Background: an optimization exercise with open tools, aiming at small area, a short achievable clock period and few clock cycles. Do not read the settings as production practice.
Function was checked by simulation only, so behaviour that the tests miss may differ from the original.
No activity file was given, so power comes from the tool's default toggle rates.

## bse_keybuild
module bse_keybuild (
    input  wire       clk,
    input  wire       rst,
    input  wire       in_valid,
    output wire       in_ready,
    input  wire [7:0] in_data,
    input  wire       in_last,
    input  wire [7:0] tf_num,
    input  wire [7:0] tf_den,
    output wire       out_valid,
    input  wire       out_ready,
    output wire [7:0] out_data,
    output wire       out_last
);
Size: about 3500 flip-flops.
==> flow/config.mk <==
export PLATFORM = sky130hd
export DESIGN_NAME = bse_keybuild
export DESIGN_NICKNAME = bse_keybuild
export VERILOG_FILES = /design/flow/design.v
export SDC_FILE = /design/flow/constraint.sdc
export NUM_CORES = 8
export LEC_CHECK = 0
export ABC_CLOCK_PERIOD_IN_PS = 3500
export CAP_MARGIN = 20
export CORE_MARGIN = 2
export CORE_UTILIZATION = 62
export PLACE_DENSITY = 0.72
export SETUP_SLACK_MARGIN = 5
export SLEW_MARGIN = 20
==> flow/constraint.sdc <==
create_clock -name core_clock -period 11.0 [get_ports {clk}]
set_input_delay 2.2000 -clock core_clock [delete_from_list [all_inputs] [get_ports {clk}]]
set_output_delay 2.2000 -clock core_clock [all_outputs]
set_load 0.01 [all_outputs]
standard.sh (not shown) runs the stock make flow with config.mk's settings and CLKGATE_MAP_FILE= SYNTH_SCRIPT=/design/flow/synth_recipe.tcl, a recipe that flattens the netlist after the stock synthesis.
==> flow/flow/run.sh <==
#!/bin/bash
set -euo pipefail
MARGIN=${MARGIN:-7}
bash standard.sh synth > synth.log 2>&1
# the make call of standard.sh, with the margin changed
MAKECMD=$(grep '^make ' standard.sh | sed -e "s/SETUP_SLACK_MARGIN=[0-9.]*/SETUP_SLACK_MARGIN=${MARGIN}/" -e 's/"\${@:-finish}"/finish/')
eval "$MAKECMD" > layout.log 2>&1
# write the final DEF as standard.sh does
sed -n '/^if \[\[ -f/,/^fi/p' standard.sh > write_def.sh
bash write_def.sh > write_def.log 2>&1
test -f out/final.def
Testbench counts at the start, summed over its fixed seeds: cycles 79,612.
==> next run, changes <==
--- a/flow/design.v
+++ b/flow/design.v
@@ -224,18 +224,19 @@
     reg  [3:0]  ms_i;            
     reg  [11:0] hd;              
     reg  [2:0]  hd_k;
     reg  [3:0]  hsh;             
     reg         spick_r;         
     reg  [20:0] rem;
     reg         ge_r;            
     wire [20:0] rem_n = rem - {1'b0, ld};
     reg  [8:0]  rank;
+    reg         pick1_r;         
     reg  [8:0]  k2;
     wire        ge = nt_ok && ge_r;
     reg  [8:0]  k_r;
     reg  [3:0]  bs_r;
     reg  [4:0]  bl_r;
     reg  [8:0]  r_r;
     reg  [8:0]  pcnt;            
     reg         is_last;         
     reg         all_picked;      
@@ -323,18 +324,19 @@
             nsl        <= 4'd0;
             srch_busy  <= 1'b0;
             sel        <= 8'd0;
             lvl        <= 8'd0;
             nt_ok      <= 1'b0;
             nt_k       <= 4'd0;
             hd_k       <= 3'd0;
             smode      <= 1'b0;
             spick_r    <= 1'b0;
+            pick1_r    <= 1'b0;
             pcnt       <= 9'd0;
             ep_v       <= 1'b0;
             room       <= 1'b1;
             all_picked <= 1'b0;
         end else begin
             vld_r <= fire;
             if (rst_r)
                 in_ready_r <= 1'b1;
             if (fire && in_last)
@@ -400,18 +402,24 @@
                     ld <= {ld[18:0], 1'b0} + (any_r ? {12'd0, den_r} : 20'd0);
             end
             if (nt_k != 4'd0) begin
                 rem  <= {rem[19:0], 1'b0} + (nsh[7] ? {9'd0, total} : 21'd0);
                 nsh  <= {nsh[6:0], 1'b0};
                 nt_k <= nt_k - 4'd1;
                 if (nt_k == 4'd1)
                     nt_ok <= 1'b1;
             end
+            pick1_r <= p1_pick;
+            if (pick1_r) begin
+                rem  <= rem_n;
+                ge_r <= rem_n[20] || (rem_n == 21'd0);
+                rank <= rank + 9'd1;
+            end
             ep_v <= 1'b0;
             room <= ({1'b0, fq_n} + {3'd0, ep_v} + {3'd0, p2_pick} - {3'd0, fq_pop}) < FQ;
             if (p1_pick || p2_pick)
                 pidx_r <= pidx;
             if (p2_pick) begin
                 ep_v       <= 1'b1;
                 ep_last    <= is_last;
                 pcnt       <= pcnt + 9'd1;
                 is_last    <= (pcnt + 9'd2 == m_cnt);
@@ -445,31 +453,28 @@
                 PH_P1: begin
                     if (ge) begin
                         k2    <= rank;
                         ph    <= PH_C1;
                         pf_done <= 1'b0;
                         is_p1 <= 1'b0;
                         pk_en <= 1'b0;
                     end
                     case (sub)
-                        SU_SRCH: if (!srch_busy && !q_init && !s_start) begin
+                        SU_SRCH: if (!q_init && !s_start && (!srch_busy || (!smode && sel[0]))) begin
                             sub   <= smode ? SU_SADD : SU_PICK;
                             pk_en <= !ge && !smode;
                         end
                         SU_SADD: begin
                             ld    <= ld + {hd, 8'd0};
                             sub   <= SU_PICK;
                             pk_en <= !ge;
                         end
                         SU_PICK: if (p1_pick) begin
-                            rem  <= rem_n;
-                            ge_r <= rem_n[20] || (rem_n == 21'd0);
-                            rank <= rank + 9'd1;
                             if (single) begin
                                 pk_en <= 1'b0;
                                 if (smode)
                                     sub <= SU_SWAI;
                                 else begin
                                     sub      <= SU_SRCH;
                                     q_init   <= 1'b1;
                                     init_lvl <= 1'b1;
                                 end
Outcome:
- The new run completed and failed the layout checks on capacitance limit, slew limit
- synthesized area stays flat
- maximum frequency drops by 8.1%
- non-clock buffer count climbs by 4
- clock skew drops by 0.0049 ns
- first-iteration DRC count drops by 3.2%
- total power drops by 9.7%
- via count drops by 0.46%
- setup slack loses 0.38 ns
- wire length drops by 2.2%
- clock-buffer cell count drops by 6
- design area climbs by 0.93%
- die area is about the same
Testbench counts after the change, summed over its fixed seeds: cycles 79,237.

==> static timing again, ports no longer ideal <==
How much do the figures lean on ideal ports? The routed layouts below were timed once more, with nothing changed but the port constraints.
Step 1 sets driving cells, clkbuf_16 on the clock port and buf_2 on the other inputs (assumed; they add their load-dependent delay and slew).
Step 2 times the ports against the registers' clock, not the clock port: input delays grow and output delays shrink by t, the midpoint of the rising clock arrivals with the driver on.
a / b / c = no drivers / after step 1 / after step 2; a / b = the first two.
run | t (ns) | setup slack, ns | hold slack, ns | worst setup path after step 2 | worst register clock-pin slew, ns
the first run | 1.095 | 6.686 / 6.686 / 6.065 | 0.405 / 0.405 / 0.405 | input to register | 0.08 / 0.08
the second run | 1.106 | 6.307 / 6.307 / 6.141 | 0.398 / 0.398 / 0.398 | input to register | 0.08 / 0.08
For the first run, which loses most, drivers alone change the setup slack by 0.000 ns; drivers and shift together by -0.621 ns.
